This is an optimization exercise on Yosys and OpenROAD, whose aim is small area, not a production implementation.
The RTL was checked by simulation tests, not by an equivalence proof against the original design.
No activity file was given, so power comes from the tool's default toggle rates.

[flow/config.mk]
export PLATFORM = sky130hd
export DESIGN_NAME = si8900_core
export DESIGN_NICKNAME = si8900_core
export VERILOG_FILES = /design/flow/design.v
export SDC_FILE = /design/flow/constraint.sdc
export NUM_CORES = 4
export LEC_CHECK = 0
export CAP_MARGIN = 0
export CORE_MARGIN = 2
export CORE_UTILIZATION = 65
export CTS_BUF_LIST = sky130_fd_sc_hd__clkbuf_8
export SLEW_MARGIN = 0
export SYNTH_HIERARCHICAL = 1
[flow/constraint.sdc]
create_clock -name core_clock -period 50.0 [get_ports {clk}]
set_input_delay 10.0000 -clock core_clock [delete_from_list [all_inputs] [get_ports {clk}]]
set_output_delay 10.0000 -clock core_clock [all_outputs]
set_load 0.01 [all_outputs]
[flow/design.v]
module si8900_fa (
    input  wire a,
    input  wire b,
    input  wire c,
    output wire s,
    output wire co
);
    assign s  = a ^ b ^ c;
    assign co = (a & b) | (a & c) | (b & c);
endmodule
module si8900_inv (
    input  wire a,
    output wire y
);
    assign y = ~a;
endmodule
module si8900_mxi (
    input  wire a0,
    input  wire a1,
    input  wire s,
    output wire y
);
    assign y = ~(s ? a1 : a0);
endmodule
module si8900_div5 (
    input  wire [7:0] r,
    input  wire [4:0] n,
    input  wire [7:0] d,
    output wire [4:0] q,
    output wire [7:0] ro
);
    wire [7:0] nd = ~d;
    wire [7:0] p [0:5];
    assign p[0] = r;
    assign ro   = p[5];
    genvar i, j;
    generate
        for (i = 0; i < 5; i = i + 1) begin : row
            wire [8:0] t;
            wire [8:0] c;
            wire [7:0] s;
            wire [7:0] dd = ((i % 2) == 0) ? nd : d;
            assign t = {p[i], ((i % 2) == 0) ? n[4-i] : ~n[4-i]};
            assign s[0] = t[0] ^ d[0];
            if ((i % 2) == 0) begin : pos
                assign c[1]   = t[0] | nd[0];
                assign q[4-i] = t[8] | c[8];
            end else begin : neg
                assign c[1]   = t[0] & d[0];
                assign q[4-i] = ~(t[8] & c[8]);
            end
            for (j = 1; j < 8; j = j + 1) begin : add
                si8900_fa u_fa (.a(t[j]), .b(dd[j]), .c(c[j]), .s(s[j]), .co(c[j+1]));
            end
            for (j = 0; j < 8; j = j + 1) begin : sel
                if (i < 4) begin : inv
                    si8900_mxi u_mx (.a0(t[j]), .a1(s[j]), .s(q[4-i]), .y(p[i+1][j]));
                end else begin : keep
                    wire ny;
                    si8900_mxi u_mx (.a0(t[j]), .a1(s[j]), .s(q[4-i]), .y(ny));
                    si8900_inv u_in (.a(ny), .y(p[i+1][j]));
                end
            end
        end
    endgenerate
endmodule
module si8900_core (
    input  wire        clk,
    input  wire        rst,              
    input  wire        op_start,
    input  wire [31:0] req,
    output wire        busy,
    output wire        done,
    output reg  [1:0]  status,
    output wire [7:0]  res_cmd,
    output reg  [15:0] res_word,
    output wire [7:0]  res_channel,
    output wire [15:0] res_value,
    output reg         res_failed,
    output reg         rx_conf,
    output reg         cf_conf,
    input  wire [23:0] pkt,
    input  wire        pkt_valid,
    input  wire        transmit_ready,
    input  wire        receive_ready,
    input  wire [7:0]  read_data,
    output wire        send_byte,
    output wire [7:0]  send_data,
    output wire        read_byte
);
    localparam [2:0] IDLE   = 3'b000,
                     OS     = 3'b001,
                     HS_RX  = 3'b010,
                     CT_RX  = 3'b011,
                     IDLE_D = 3'b100,
                     CT_TX  = 3'b101,
                     HS_TXM = 3'b110,
                     HS_TXA = 3'b111;
    localparam [1:0] ST_OK           = 2'd0,
                     ST_HS_TIMEOUT   = 2'd1,
                     ST_ECHO_TIMEOUT = 2'd2,
                     ST_ILLEGAL_OP   = 2'd3;
    reg  [2:0]  fsm;
    reg  [7:0]  nrem;      
    reg  [7:0]  cnt;       
    reg  [7:0]  cmd_lat;
    reg  [17:0] acc;       
    wire        lc_ff = cmd_lat[2];
    wire [1:0]  lc    = cmd_lat[1:0];
    reg         rc_hi;     
    reg  [3:0]  rc_mid;    
    reg         rc_lo;     
    reg         ch_ff;     
    reg  [1:0]  ch_lo;
    reg  [9:0]  val;
    assign res_cmd     = {rc_hi, rc_hi, rc_mid, 1'b0, rc_lo};
    assign res_channel = {{6{ch_ff}}, ch_lo};
    assign res_value   = {6'd0, val};
    wire [2:0] op = req[31:29];
    wire idle = (fsm[1:0] == 2'b00);
    wire tx_state = fsm[2] & (fsm[1] | fsm[0]);
    wire rx_state = (fsm[2:1] == 2'b01);
    wire ct       = fsm[0] & ~(fsm[2] & fsm[1]);    
    wire os       = (fsm == OS);
    assign busy      = !idle;
    assign done      = (fsm == IDLE_D);
    assign send_byte = !rst && tx_state && transmit_ready;
    assign read_byte = !rst && rx_state && receive_ready;
    assign send_data = fsm[1] ? 8'hAA : cmd_lat;
    wire waiting  = (tx_state && !transmit_ready) || (rx_state && !receive_ready);
    wire poll_end = (cnt[5:3] == 3'b111) && (cnt[1:0] == 2'b11);    
    wire hs_last  = acc[5] & acc[3];    
    wire ct_last  = acc[2] & acc[0];    
    wire rem_zero = &nrem;
    wire [7:0] dec_k      = idle ? req[7:0] : cmd_lat;
    wire       dec_failed = (pkt[23:16] != dec_k);
    wire [1:0] dec_ch     = pkt[13:12];
    wire [9:0] dec_val    = {pkt[11:9], pkt[8] | pkt[7], pkt[6:1]};
    wire os_step  = os && pkt_valid && !rem_zero;
    wire good     = os_step && !dec_failed;
    wire xfer     = !waiting && (fsm == HS_RX || fsm == CT_TX);
    wire cnt_clr  = idle || (!waiting && !os);
    wire        last  = os_step && (nrem == 8'hFE);
    wire [17:0] acc_sum;
    wire [7:0]  cnt_inc;
    wire [4:0]  half_q;
    wire [7:0]  half_r;
    si8900_div5 u_div (
        .r  (acc_sum[17:10]),
        .n  (last ? acc_sum[9:5] : acc_sum[4:0]),
        .d  (cnt_inc),
        .q  (half_q),
        .ro (half_r)
    );
    wire [9:0] mean = {acc[9:5], half_q};
    function [7:0] inc8(input [7:0] a, input ci);
        integer k;
        reg c;
        begin
            c = ci;
            for (k = 0; k < 8; k = k + 1) begin
                inc8[k] = a[k] ^ c;
                c = a[k] & c;
            end
        end
    endfunction
    function [7:0] dec8(input [7:0] a, input bi);
        integer k;
        reg b;
        begin
            b = bi;
            for (k = 0; k < 8; k = k + 1) begin
                dec8[k] = a[k] ^ b;
                b = ~a[k] & b;
            end
        end
    endfunction
    function [17:0] acc_add(input [17:0] a, input [9:0] v);
        integer k;
        reg c;
        begin
            c = 1'b0;
            for (k = 0; k < 18; k = k + 1) begin
                if (k < 10) begin
                    acc_add[k] = a[k] ^ v[k] ^ c;
                    c = (a[k] & v[k]) | (c & (a[k] ^ v[k]));
                end else begin
                    acc_add[k] = a[k] ^ c;
                    c = a[k] & c;
                end
            end
        end
    endfunction
    always @(posedge clk) begin
        if (rst) begin
            fsm        <= IDLE;
            status     <= ST_OK;
            rx_conf    <= 1'b0;
            cf_conf    <= 1'b0;
            rc_hi      <= 1'b0;
            rc_mid     <= 4'd0;
            rc_lo      <= 1'b0;
            res_word   <= 16'd0;
            ch_ff      <= 1'b0;
            ch_lo      <= 2'd0;
            val        <= 10'd0;
            res_failed <= 1'b0;
        end else begin
            if (idle)
                fsm <= IDLE;
            if (waiting) begin
                if (poll_end) begin
                    status <= ct ? ST_ECHO_TIMEOUT : ST_HS_TIMEOUT;
                    fsm    <= IDLE_D;
                end
            end else begin
                case (fsm)
                    IDLE, IDLE_D: if (op_start) begin
                        case (op)
                            3'd0: begin
                                rx_conf <= 1'b0;
                                cf_conf <= 1'b0;
                                fsm     <= HS_TXA;
                            end
                            3'd1: begin
                                rc_hi  <= 1'b1;
                                rc_mid <= req[28:25];
                                rc_lo  <= req[24];
                                status <= ST_OK;
                                fsm   <= IDLE_D;
                            end
                            3'd2: fsm <= CT_TX;
                            3'd3: begin
                                ch_ff      <= dec_failed;
                                ch_lo      <= dec_failed ? 2'b11 : dec_ch;
                                val        <= dec_failed ? 10'h0FF : dec_val;
                                res_failed <= dec_failed;
                                status     <= ST_OK;
                                fsm       <= IDLE_D;
                            end
                            3'd4: fsm <= OS;
                            3'd5: begin
                                res_word <= {req[0], req[1], req[2], req[3], req[4], req[5], req[6], req[7],
                                             req[8], req[9], req[10], req[11], req[12], req[13], req[14], req[15]};
                                status   <= ST_OK;
                                fsm     <= IDLE_D;
                            end
                            default: begin
                                status <= ST_ILLEGAL_OP;
                                fsm   <= IDLE_D;
                            end
                        endcase
                    end
                    HS_RX: begin
                        if (read_data == 8'h55) begin
                            cf_conf <= cf_conf | rx_conf;
                            rx_conf <= 1'b1;
                            fsm     <= HS_TXA;
                        end else begin
                            rx_conf <= 1'b0;
                            cf_conf <= 1'b0;
                            fsm     <= HS_TXM;
                        end
                    end
                    HS_TXM: fsm <= HS_TXA;
                    HS_TXA: begin
                        if (rx_conf && cf_conf) begin
                            status <= ST_OK;
                            fsm    <= IDLE_D;
                        end else if (hs_last) begin
                            status <= ST_HS_TIMEOUT;
                            fsm    <= IDLE_D;
                        end else begin
                            fsm <= HS_RX;
                        end
                    end
                    CT_TX: fsm <= CT_RX;
                    CT_RX: begin
                        if (read_data == cmd_lat) begin
                            status <= ST_OK;
                            fsm    <= IDLE_D;
                        end else if (ct_last) begin
                            status <= ST_ECHO_TIMEOUT;
                            fsm    <= IDLE_D;
                        end else begin
                            fsm <= CT_TX;
                        end
                    end
                    OS: if (rem_zero) begin
                        if (cnt == 8'd0) begin
                            ch_ff      <= 1'b1;
                            ch_lo      <= 2'b11;
                            val        <= 10'h0FF;
                            res_failed <= 1'b1;
                        end else begin
                            ch_ff      <= lc_ff;
                            ch_lo      <= lc_ff ? 2'b11 : lc;
                            val        <= mean;
                            res_failed <= 1'b0;
                        end
                        status <= ST_OK;
                        fsm    <= IDLE_D;
                    end
                endcase
            end
        end
    end
    assign cnt_inc = inc8(cnt, waiting || good);
    assign acc_sum = acc_add(acc, good ? dec_val : {9'd0, xfer});
    always @(posedge clk) begin
        if (idle)
            cmd_lat <= req[7:0];
        else if (last)
            cmd_lat[2:0] <= {dec_failed, dec_ch};
        cnt <= cnt_clr ? 8'd0 : cnt_inc;
        acc <= idle ? 18'd0 : last ? {half_r, half_q, acc_sum[4:0]} : acc_sum;
        nrem <= idle ? ~req[23:16] : inc8(nrem, os_step);
    end
endmodule
[flow/flow/run.sh]
#!/bin/bash
# Layout flow: the standard flow (standard.sh, unchanged synthesis),
# with the ports buffered by the smallest buffer and the synthesis buffers removed
# at floorplan; the constant outputs share one tie cell, and clock tree
# synthesis adds no dummy loads.
set -euo pipefail
export BUFFER_PORTS_ARGS="-buffer_cell sky130_fd_sc_hd__buf_1"
export REMOVE_ABC_BUFFERS=1
export SKIP_REPAIR_TIE_FANOUT=1
export CTS_ARGS="-sink_clustering_enable -repair_clock_nets -buf_list sky130_fd_sc_hd__clkbuf_8 -dont_use_dummy_load"
bash standard.sh finish > standard.log 2>&1
[flow/standard.sh]
#!/bin/bash
# synth_recipe.tcl (not shown) runs the flow's synth.tcl, then flattens the netlist and writes it again
# the make line also repeats each setting of config.mk as NAME=value (left out here)
make -C /OpenROAD-flow-scripts/flow DESIGN_CONFIG=/design/flow/config.mk WORK_HOME=/design/flow/orfs CLKGATE_MAP_FILE= SYNTH_SCRIPT=/design/flow/synth_recipe.tcl "${@:-finish}"
==> flow_summary.ini, run 1 <==
[outcome]
status = complete, no violations

[yosys]
synth_area_sq_um = 5850
synth-edff-count = 8
synthCells = 615
synth.distinct_cells = 59
avgSynthCellArea_sq_um = 9.52
ys_seq_area_share_pct = 30.4
ys.flop_type = dfxtp_1
async_flop_share_pct = 0
ys_ff_latch = 85
ys_warn_count = 8

[critical_path]
worstPathArrival_ns = 32.56
cp_slowest_cell = fa_1
critical_path.max_stage_delay_ns = 0.48
cp_max_fo = 11
setup.worst_path.end_class = flop
r2r_setup_slack_ns = 25.96
cp_common_cell = fa_1
critPathRequiredTime_ns = 50.18
setup.worst_path.start_class = primary input
path_class = in2reg

[final_layout]
post-route-cell-area_sq_um = 6360
flow.area_growth_from_synthesis_pct = 8.70
fin_cells = 817
nets = 852
utilization_pct = 73.0
diodes = 0
layout-drive-gt1-share_pct = 3.67

[drt]
drt_wl_total_mm = 13.0
wl_per_cell_um = 15.9
vias = 4689
vias_per_cell = 5.74
first_iter_violations = 143
antenna_left = 0
firstDrtPassIters = 4
drc_errors = 0

[grt]
met1_usage_pct = 35.3
grt_busiest_layer = met2
grt_util_all_layers_pct = 27.7
antenna_found_initial = 0
grt_max_degree = 32
grt_pass1_vias = 4656
grt_util_met3_pct = 5.11
grt_pass1_wl_mm = 21.8
gr-usage-met2_pct = 47.2
grt_overflow = 0

[floorplan]
core_sq_um = 8720
fp.dieW_um = 98.9
die_y_um = 98.9
initial_core_util_pct = 67.1
die_area_sq_um = 9780
fp-row-count = 34
num_io_pins = 135

[clocking]
postCtsHoldBufs = 0
post_cts_buffers = 0
clk_pin_slew_ns = 0.09
clk_latency_ns = 0.36
cts_tree = built
clock_path_buffers = 2
cts_root_buffer = clkbuf_8
cts_sinks = 85
h-tree-depth = 3
cts_buffers = 9
cts_resized = 0

[place]
dpl.hpwl_mm = 10.4
place_area_sq_um = 6240
gp_congestion = 0.863
portBuffers = 124
dpl.cell_count = 808

[sta]
clock_skew_ns = 0.0379
fin_crit_sh_pct = 64.8
tns_ns = 0
maxSlewViolCount = 0
hold_viol_final = 0
finalSetupViolCount = 0
slew_headroom_pct = 32.6
rsz0062_at_grt = false
fin_crit_ns = 32.39
max_freq_mhz = 30.9
max_slew.worst_pin.slew_ns = 1.01

[power_and_ir_drop]
total_power_mw = 0.307
powerDensity_nw_per_um2 = 48.2
cellLeakagePower_nw = 2.82
peakVddDrop_uv = 33.9

[min_path]
hold_path_class = reg2reg

[run]
max_cap_viol_count = 0
sequential cells by signal (all words and copies together) (netlist names), 2 cells and up:
register / cells
acc: 18
res_word: 16
val: 10
cmd_lat: 8
cnt: 8
nrem: 8
rc_mid: 4
fsm: 3
ch_lo: 2
status: 2
per-module statistics from Yosys (local to each module, per instance):
module,flip-flops and latches,cells inside,cell area (sq um),copies in the design
si8900_inv,0,1,3.75,8
si8900_fa,0,1,20.0,35
si8900_div5,0,28,156,1
si8900_core,85,504,4570,1
si8900_mxi,0,1,10.0,40
critical path: cells and delay by family:
family | cells | cell delay [ns]
buffers and inverters | 7 | 0.64
and+or+nand+nor | 9 | 2.90
adders and majority gates | 46 | 17.42
AOI/OAI and AO/OA | 3 | 0.37
muxes | 5 | 1.21
synth_stat cells (all sizes together), types with 5 or more instances:
library cell  number  area (sq um)
or2                7          43.8
nor2b              7          43.8
xor2              23           201
buf               30           211
nand3              5          25.0
ha                27           338
mux2i             67           671
nand2             69           259
a31oi             11          68.8
fa                44           881
nor3               5          35.0
o21ai             19          95.1
edfxtp             8           240
dfxtp             77          1540
nor2              46           180
o221ai            10          87.6
nor4               7          43.8
inv               43           161
and2              20           125
clkbuf            13          48.8
a21oi             27           135
routing by layer:
metal  vias up  share of wire, %
met5         -                 0
met4         0               2.3
met3        25               6.9
met2       177                48
met1      2220                42
li1       2267                 -
path summary, 6_finish.rpt:
check,startpoint,endpoint,cells after the start
min reg2reg,status[0],status[0],2
min,status[0],status[0],2
max,req[7],acc[14],70
max reg2reg,fsm[1],acc[14],69
metrics by stage:
stage / hold slack (ns) / setup WS (ns)
finish: 0.464 / 17.61
global route: 0.496 / 16.61
CTS: 0.468 / 17.49
detailed placement: 0.455 / 17.16
global placement: 0.448 / 17.63
floorplan: 0.479 / 19.15
cell type report:
class | instances | area [sq um]
fillers | 697 | 2360
inverters | 44 | 165
repair buffers | 128 | 495
well taps | 108 | 135
multi-input cells | 443 | 3660
flip-flops and latches | 85 | 1780
clock buffers | 9 | 124
placed cells by master (no fill, tap or decap), types with 2 or more instances in the layout:
cell type,netlist,routed
buf_1,1,124
dfxtp_1,77,77
nand2_1,69,69
mux2i_1,67,67
nor2_1,45,45
fa_1,44,44
inv_1,42,42
a21oi_1,27,27
ha_1,27,27
xor2_1,23,23
and2_1,20,20
o21ai_0,18,18
a31oi_1,11,11
o221ai_1,10,10
clkbuf_8,0,9
edfxtp_1,8,8
nor4_1,7,7
nor2b_1,7,7
nand3_1,5,5
and3_1,4,4
o2bb2ai_1,4,4
or2_2,4,4
buf_4,20,4
nand2b_1,3,3
nor3b_1,3,3
a21boi_0,3,3
o31ai_1,3,3
nor3_1,3,3
or2_1,3,3
or3b_1,2,2
nor3_2,2,2
a22oi_1,2,2
nor4bb_1,3,2
a211oi_1,2,2
o2111a_1,2,2
report_power, final:
group	internal, mW	switching, mW	total [mW]
clock network	0.0162	0.0219	0.0380
logic	0.0686	0.103	0.171
registers	0.0835	0.0142	0.0976
total	0.168	0.139	0.307
cell families (layout without fill, tap and decap cells):
kind of cell    after synthesis  in the layout  share of synthesized area (%)
simple gates                189            189                           16.1
other cells                   1              1                         0.0641
xor+xnor                     24             24                           3.59
fa+ha+maj                    71             71                           20.8
compound gates               91             91                           10.3
flops                        85             85                           30.4
mux                          67             67                           11.5
buf+inv                      87            181                           7.27
==> run 2, diff against run 1 <==
--- a/flow/design.v
+++ b/flow/design.v
@@ -8,12 +8,6 @@
     assign s  = a ^ b ^ c;
     assign co = (a & b) | (a & c) | (b & c);
 endmodule
-module si8900_inv (
-    input  wire a,
-    output wire y
-);
-    assign y = ~a;
-endmodule
 module si8900_mxi (
     input  wire a0,
     input  wire a1,
@@ -27,12 +21,12 @@
     input  wire [4:0] n,
     input  wire [7:0] d,
     output wire [4:0] q,
-    output wire [7:0] ro
+    output wire [7:0] ro_n
 );
     wire [7:0] nd = ~d;
     wire [7:0] p [0:5];
     assign p[0] = r;
-    assign ro   = p[5];
+    assign ro_n = p[5];
     genvar i, j;
     generate
         for (i = 0; i < 5; i = i + 1) begin : row
@@ -53,13 +47,7 @@
                 si8900_fa u_fa (.a(t[j]), .b(dd[j]), .c(c[j]), .s(s[j]), .co(c[j+1]));
             end
             for (j = 0; j < 8; j = j + 1) begin : sel
-                if (i < 4) begin : inv
-                    si8900_mxi u_mx (.a0(t[j]), .a1(s[j]), .s(q[4-i]), .y(p[i+1][j]));
-                end else begin : keep
-                    wire ny;
-                    si8900_mxi u_mx (.a0(t[j]), .a1(s[j]), .s(q[4-i]), .y(ny));
-                    si8900_inv u_in (.a(ny), .y(p[i+1][j]));
-                end
+                si8900_mxi u_mx (.a0(t[j]), .a1(s[j]), .s(q[4-i]), .y(p[i+1][j]));
             end
         end
     endgenerate
@@ -144,13 +132,13 @@
     wire [17:0] acc_sum;
     wire [7:0]  cnt_inc;
     wire [4:0]  half_q;
-    wire [7:0]  half_r;
+    wire [7:0]  half_rn;
     si8900_div5 u_div (
         .r  (acc_sum[17:10]),
         .n  (last ? acc_sum[9:5] : acc_sum[4:0]),
         .d  (cnt_inc),
         .q  (half_q),
-        .ro (half_r)
+        .ro_n (half_rn)
     );
     wire [9:0] mean = {acc[9:5], half_q};
     function [7:0] inc8(input [7:0] a, input ci);
@@ -313,7 +301,7 @@
         else if (last)
             cmd_lat[2:0] <= {dec_failed, dec_ch};
         cnt <= cnt_clr ? 8'd0 : cnt_inc;
-        acc <= idle ? 18'd0 : last ? {half_r, half_q, acc_sum[4:0]} : acc_sum;
+        acc <= idle ? 18'd0 : last ? {~half_rn, half_q, acc_sum[4:0]} : acc_sum;
         nrem <= idle ? ~req[23:16] : inc8(nrem, os_step);
     end
 endmodule
==> run 2 against run 1 <==
Net effect:
- flip-flop and latch count unchanged
- via count decreased by 1.0%
- sequential power hardly changed
- worst setup slack got worse by 0.22 ns
- cell count decreased by 1.6%
- utilization fell by 0.16 points
- routed wire length is 5.3% higher
- first-iteration DRC count increased by 11%
- final area down 0.71%
- critical path depth shrank 1
- sequential share of layout area is 0.20 points higher
- critical path type unchanged
- largest power group unchanged
- highest routed layer unchanged
==> flow_summary.ini, run 2 <==
[drt]
vias = 4641
drt_wl_total_mm = 13.7
vias_per_cell = 5.77
first_iter_violations = 159
antenna_left = 0
wl_per_cell_um = 17.0
drc_errors = 0
firstDrtPassIters = 5

[sta]
slew_headroom_pct = 41.0
clock_skew_ns = 0.0341
hold_viol_final = 0
max_slew.worst_pin.slew_ns = 0.883
maxSlewViolCount = 0
tns_ns = 0
fin_crit_sh_pct = 65.2
fin_crit_ns = 32.61
rsz0062_at_grt = false
max_freq_mhz = 30.7
finalSetupViolCount = 0

[final_layout]
post-route-cell-area_sq_um = 6320
final_cell_mix = buf_1, dfxtp_1, nor2_1
nets = 839
diodes = 0
largest_register = acc
seq_area_sq_um = 1780
layout_commonest_cell = buf_1
layout-drive-gt1-share_pct = 4.17
reg_top3 = acc: 18 flops, res_word: 16 flops, val: 10 flops
flow.area_growth_from_synthesis_pct = 9.33
nFillCells = 691
largest_register_ffs = 18
multi_input_area_sq_um = 3670

[critical_path]
setup.worst_path.end_class = flop
cp_num_cells = 69
critical_path.max_stage_delay_ns = 0.48
reg2reg_depth = 68
cp_common_cell = fa_1
crit_buf_inv = 5
critPathRequiredTime_ns = 50.21
cp_slowest_cell = or2_1
crit_family = adder cells
path_class = in2reg
cp_max_fo = 11
setup.worst_path.start_class = primary input
worstPathArrival_ns = 32.81

[yosys]
synth_common_cells = dfxtp_1, nor2_1, mux2i_1, nand2_1, fa_1
synth.distinct_cells = 60
ys_ff_latch = 85
synthTopCellsByArea = dfxtp_1, fa_1, mux2i_1
ys_seq_area_share_pct = 30.8
synth_top_area_share_pct = 26.7
ys_warn_count = 8
synth-edff-count = 8
async_flop_share_pct = 0
synthCells = 599
post-synth-top-count-cell = dfxtp_1
synth_area_sq_um = 5780
avgSynthCellArea_sq_um = 9.65
ys.flop_type = dfxtp_1
yosysTopAreaCell = dfxtp_1

[clocking]
clock_path_buffers = 2
post_cts_buffers = 0
clk_pin_slew_ns = 0.10
cts_sinks = 85
cts_buffers = 9
cts_root_buffer = clkbuf_8
h-tree-depth = 3
clk_latency_ns = 0.36
cts_resized = 0
postCtsHoldBufs = 0
cts_tree = built

[place]
place_area_sq_um = 6190
portBuffers = 124
dpl.hpwl_mm = 10.8
gp_congestion = 0.885

[power_and_ir_drop]
peakVddDrop_uv = 36.5
powerDensity_nw_per_um2 = 55.4
cellLeakagePower_nw = 2.83

[floorplan]
fp.dieW_um = 98.3
num_io_pins = 135
die_y_um = 98.3
core_sq_um = 8680
initial_core_util_pct = 66.6
fp-row-count = 34
die_area_sq_um = 9660

[min_path]
min_path_cells = 2
hold_path_class = reg2reg

[outcome]
status = complete, no violations

[grt]
grt_overflow = 0
grt_pass1_vias = 4713
grt_max_degree = 44
grt_pass1_wl_mm = 22.9
grt_util_all_layers_pct = 29.6
antenna_found_initial = 0

[run]
max_cap_viol_count = 0
[run 2: cell count changes after synthesis, moves of 7 or more]
cell / delta
nor2_1: +26
nand2_1: -21
inv_1: -17
xnor2_1: +15
xor2_1: -12
o221ai_1: -10
a311oi_1: +8
a21oi_1: -7
a31oi_1: -7
[run 2: final timing paths]
| kind | slack, ns | end | from |
|---|---|---|---|
| worst min-delay path | 0.48 | res_failed | res_failed |
| worst max-delay path | 17.39 | acc[16] | pkt[18] |
| worst max register to register | 25.87 | acc[16] | fsm[1] |
| worst min register to register | 0.48 | res_failed | res_failed |
[run 2: cells by family after synthesis]
| kind of cell | synth area share, % |
|---|---|
| AOI/OAI and AO/OA | 8.66 |
| xor gates and xnor gates | 4.09 |
| adders and majority gates | 21.1 |
| buffers and inverters | 5.69 |
| DFF | 30.8 |
| muxes | 12.4 |
| other | 0.0649 |
| and+or+nand+nor | 17.2 |
[run 2: final cells by class]
cell class | count | share of cell area (%)
timing repair buffer | 130 | 8.10
multi-input combinational | 446 | 58.1
clock buffer | 9 | 1.96
inverter | 26 | 1.54
sequential | 85 | 28.2
tap | 108 | 2.14
[run 2: routing by layer]
layer | vias to the layer above | track usage (%) | routed length (um)
met5 | - | 0 | 0
met4 | 0 | 9.06 | 240
met3 | 23 | 5.58 | 839
met2 | 162 | 49.8 | 6680
met1 | 2231 | 39.0 | 5950
li1 | 2225 | - | -
[run 2: report_power, final]
group / total, mW / switching [mW] / internal (mW)
clock network: 0.0377 / 0.0215 / 0.0162
registers: 0.101 / 0.0165 / 0.0850
logic: 0.211 / 0.125 / 0.0863
total: 0.350 / 0.163 / 0.187
[run 2: worst reg2reg max path, delay by kind of cell (launching register included)]
family / cells / cell delay (ns)
mux: 5 / 1.20
compound gates: 4 / 0.83
fa+ha+maj: 46 / 17.57
flops: 1 / 0.90
buf+inv: 4 / 0.29
simple gates: 9 / 3.24
[run 2: through the flow]
stage               util, %  power, mW  instances  hold WS (ns)  setup slack [ns]
global route           72.8      0.385        804         0.484             16.43
finish                 72.8      0.350        804         0.480             17.39
detailed placement     71.4      0.313        795         0.461             17.01
CTS                    72.8      0.352        804         0.476             17.33
floorplan                 -      0.251        557         0.474             19.13
global placement       71.4      0.301        795         0.444             17.39
[run 2: modules after synthesis, one instance, submodules excluded]
module	area (sq um)	copies in the design	cells inside	flip-flops and latches
si8900_fa	20.0	35	1	0
si8900_div5	156	1	28	0
si8900_core	4520	1	496	85
si8900_mxi	10.0	40	1	0
==> run 3, diff against run 2 <==
==> flow/flow/run.sh (replaced) <==
#!/bin/bash
# Layout flow: the standard flow (standard.sh, unchanged synthesis),
# with the ports buffered by the smallest buffer and the synthesis buffers removed
# at floorplan; the constant outputs share one tie cell, and clock tree
# synthesis adds no dummy loads. After floorplan, flow/downsize.tcl puts
# the logic cells synthesis sized up back at their smallest drive strength.
set -euo pipefail
export BUFFER_PORTS_ARGS="-buffer_cell sky130_fd_sc_hd__buf_1"
export REMOVE_ABC_BUFFERS=1
export SKIP_REPAIR_TIE_FANOUT=1
export CTS_ARGS="-sink_clustering_enable -repair_clock_nets -buf_list sky130_fd_sc_hd__clkbuf_8 -dont_use_dummy_load"
export POST_FLOORPLAN_TCL="$PWD/flow/downsize.tcl"
bash standard.sh finish > standard.log 2>&1
==> flow/flow/downsize.tcl (new file) <==
# Runs after floorplan: puts every logic cell that synthesis sized up back at
# its smallest drive strength (flip-flops and buffers are left alone). The
# placement step's repair_design then fixes any slew or capacitance the
# smaller cells cannot meet.
set ds_db [ord::get_db]
set ds_block [[$ds_db getChip] getBlock]
set ds_count 0
foreach ds_inst [$ds_block getInsts] {
  set ds_name [[$ds_inst getMaster] getName]
  if { ![regexp {^(sky130_fd_sc_hd__[a-z0-9]+)_([0-9]+)$} $ds_name -> ds_base ds_drive] } {
    continue
  }
  if { $ds_drive <= 1 || [string match *buf* $ds_base] || [string match *df* $ds_base] \
    || [string match *dl* $ds_base] || [string match *tap* $ds_base] || [string match *conb* $ds_base] } {
    continue
  }
  foreach ds_d {1 0} {
    set ds_new [$ds_db findMaster ${ds_base}_$ds_d]
    if { $ds_new != "NULL" } {
      if { [$ds_inst swapMaster $ds_new] } {
        incr ds_count
      }
      break
    }
  }
}
puts "downsize: resized $ds_count cells"
==> run 3 against run 2 <==
Net effect:
- still clean on timing, DRC and antenna
- routed wire length down 2.3%
- critical path depth unchanged
- synthesized area stayed put
- cell count up 0.12%
- clock power rose by 2%
- sequential share of layout area grew 0.11 points
- non-clock buffer count increased by 1
- global-route usage fell by 0.95 points
- maximum frequency grew 0.59%
- final area is 0.38% lower
==> flow_summary.ini, run 3 <==
[final_layout]
reg_top3 = acc: 18 flops, res_word: 16 flops, val: 10 flops
largest_register = acc
flow.area_growth_from_synthesis_pct = 8.92
final_cell_mix = buf_1, dfxtp_1, nor2_1
diodes = 0
nFillCells = 690
largest_register_ffs = 18
nets = 840
multi_input_area_sq_um = 3640
layout-drive-gt1-share_pct = 2.58
seq_area_sq_um = 1780
utilization_pct = 72.5
layout_commonest_cell = buf_1

[clocking]
cts_root_buffer = clkbuf_8
cts_buffers = 9
clk_latency_ns = 0.35
clk_pin_slew_ns = 0.10
cts_tree = built
h-tree-depth = 3
clock_path_buffers = 2
post_cts_buffers = 0
cts_resized = 0
cts_sinks = 85
postCtsHoldBufs = 0

[power_and_ir_drop]
total_power_mw = 0.349
power.internal_mw = 0.186
sw_frac_of_total_pct = 46.6
cellLeakagePower_nw = 2.82
p_comb_share_pct = 60.2
powerDensity_nw_per_um2 = 55.4
switchingPower_mw = 0.163
pwr-share-seq_pct = 28.8
peakVddDrop_uv = 43.8
clockPowerShare_pct = 11.1

[outcome]
status = complete, no violations

[grt]
grt_pass1_vias = 4807
grt_max_degree = 48
grt_pass1_wl_mm = 22.6
grt_util_all_layers_pct = 28.6
grt_overflow = 0
antenna_found_initial = 0

[drt]
drc_errors = 0
vias_per_cell = 5.77
antenna_left = 0
wl_per_cell_um = 16.6
wl_met2_mm = 6.24
wl_met1_mm = 5.97
firstDrtPassIters = 5
routed.top_layer = met4
vias = 4646
drt_wl_total_mm = 13.4
first_iter_violations = 197
dr_wl_met3_um = 956

[yosys]
synth-edff-count = 8
synth_area_sq_um = 5780
synth_top_area_share_pct = 26.7
ys_ff_latch = 85
ys.flop_type = dfxtp_1
synth.distinct_cells = 60
avgSynthCellArea_sq_um = 9.65
post-synth-top-count-cell = dfxtp_1
async_flop_share_pct = 0
synth_common_cells = dfxtp_1, nor2_1, mux2i_1, nand2_1, fa_1
synthCells = 599
ys_warn_count = 8
ys_seq_area_share_pct = 30.8
synthTopCellsByArea = dfxtp_1, fa_1, mux2i_1
yosysTopAreaCell = dfxtp_1

[floorplan]
num_io_pins = 135
fp-row-count = 34
die_y_um = 98.3
initial_core_util_pct = 66.6
fp.dieW_um = 98.3
die_area_sq_um = 9660
core_sq_um = 8680

[critical_path]
r2r_setup_slack_ns = 25.95
cp_common_cell = fa_1
setup.worst_path.start_class = primary input
critPathRequiredTime_ns = 50.19
reg2reg_from = fsm[1]
crit_buf_inv = 5
reg2reg_depth = 69
worstPathArrival_ns = 32.60
crit_family = adder cells
startpoint = pkt[22]
reg2reg_to = acc[14]
cp_slowest_cell = fa_1
path_class = in2reg
critical_path.max_stage_delay_ns = 0.49
setup.worst_path.end_class = flop
cp_max_fo = 11

[sta]
finalSetupViolCount = 0
tns_ns = 0
fin_crit_sh_pct = 64.8
clock_skew_ns = 0.0363
max_slew.worst_pin.slew_ns = 1.12
hold_viol_final = 0
fin_crit_ns = 32.42
max_freq_mhz = 30.8
rsz0062_at_grt = false
maxSlewViolCount = 0
slew_headroom_pct = 24.7
fin_ws_ns = 17.58

[place]
gp_congestion = 0.913
portBuffers = 124
place_ws_ns = 17.25
dpl.hpwl_mm = 10.4

[min_path]
hold_end = res_failed
min_from = res_failed
min_path_cells = 2
hold_path_class = reg2reg

[run]
max_cap_viol_count = 0
==> run 3: metrics by stage <==
stage / instance area [sq um] / hold slack [ns] / cells
after floorplan: 5550 / 0.474 / 557
after global placement: 6170 / 0.447 / 796
after detailed placement: 6170 / 0.464 / 796
after CTS: 6290 / 0.477 / 805
after global routing: 6290 / 0.492 / 805
final: 6290 / 0.471 / 805
==> run 3: area by class of cell <==
cell class / instances / share of cell area [%]
clock buffer: 9 / 1.97
inverter: 26 / 1.55
multi-input combinational: 446 / 57.8
sequential: 85 / 28.3
tap: 108 / 2.15
timing repair buffer: 131 / 8.25
==> run 3: how the worst max path moves through the flow <==
| stage | to | slack [ns] | cells after the start |
|---|---|---|---|
| 2_1_floorplan | acc[10] | 19.13 | 68 |
| 3_3_place_gp | acc[15] | 17.60 | 69 |
| 3_5_place_dp | acc[10] | 17.25 | 69 |
| 4_1_cts | acc[10] | 17.54 | 69 |
| 5_1_grt | acc[14] | 16.65 | 69 |
| 6_report | acc[14] | 17.58 | 69 |
==> run 3: metal layers <==
layer / vias up / global-route usage, %
met3: 20 / 6.44
met1: 2228 / 38.2
met4: 0 / 7.48
met2: 176 / 47.6
met5: - / 0
li1: 2222 / -
==> run 3: Yosys stat by module (local to each module, per instance) <==
module	times used	area, sq um
si8900_core	1	4520
si8900_div5	1	156
si8900_fa	35	20.0
si8900_mxi	40	10.0
==> run 3: worst min-delay path, delay by kind of cell, from the launching register on <==
kind               cells  cell delay (ns)
DFF                    1             0.32
AOI/OAI and AO/OA      1             0.06
and+or+nand+nor        1             0.05
==> run 3: kinds of logic after synthesis <==
logic type | Yosys count | synth area share (%)
simple gates | 200 | 17.2
flops | 85 | 30.8
compound gates | 76 | 8.66
fa+ha+maj | 71 | 21.1
mux | 71 | 12.4
buf+inv | 68 | 5.69
xor+xnor | 27 | 4.09
other cells | 1 | 0.0649
==> run 3: power by group through the flow <==
| stage | sequential (mW) | clock [mW] | combinational (mW) |
|---|---|---|---|
| after detailed placement | 0.102 | 0 | 0.209 |
| after global placement | 0.101 | 0 | 0.197 |
| after floorplan | 0.102 | 0 | 0.149 |
| after global routing | 0.102 | 0.0417 | 0.240 |
| after CTS | 0.100 | 0.0395 | 0.211 |
| final | 0.100 | 0.0386 | 0.210 |

## separate check: timing with driven ports
The flow's constraints put no driver on any port. The routed layouts listed below were extracted and timed again, unchanged, in two steps.
Step 1 assumes that a clkbuf_16 drives the clock port and a buf_2 every other input.
Step 2, shift: input delay + t, output delay - t, t = (earliest + latest rising clock arrival at the registers) / 2. This alone moves slack from input paths to output paths.
a / b / c = ideal / step 1 / step 2; a / b = the first two.
run	shift t [ns]	slack for setup (ns)	worst setup path after step 2	slew at the worst register clock pin (ns)	worst slew at a driven data input, ns
run 1	0.376	17.612 / 17.621 / 17.245	input to register	0.10 / 0.10	0.04
run 2	0.371	17.393 / 17.400 / 17.029	input to register	0.10 / 0.10	0.05
run 3	0.366	17.585 / 17.592 / 17.226	input to register	0.11 / 0.11	0.05
After both steps setup and hold are still met in every run listed. The setup slack of run 1, which loses most, moves by +0.009 ns with the drivers and by -0.367 ns with both steps.
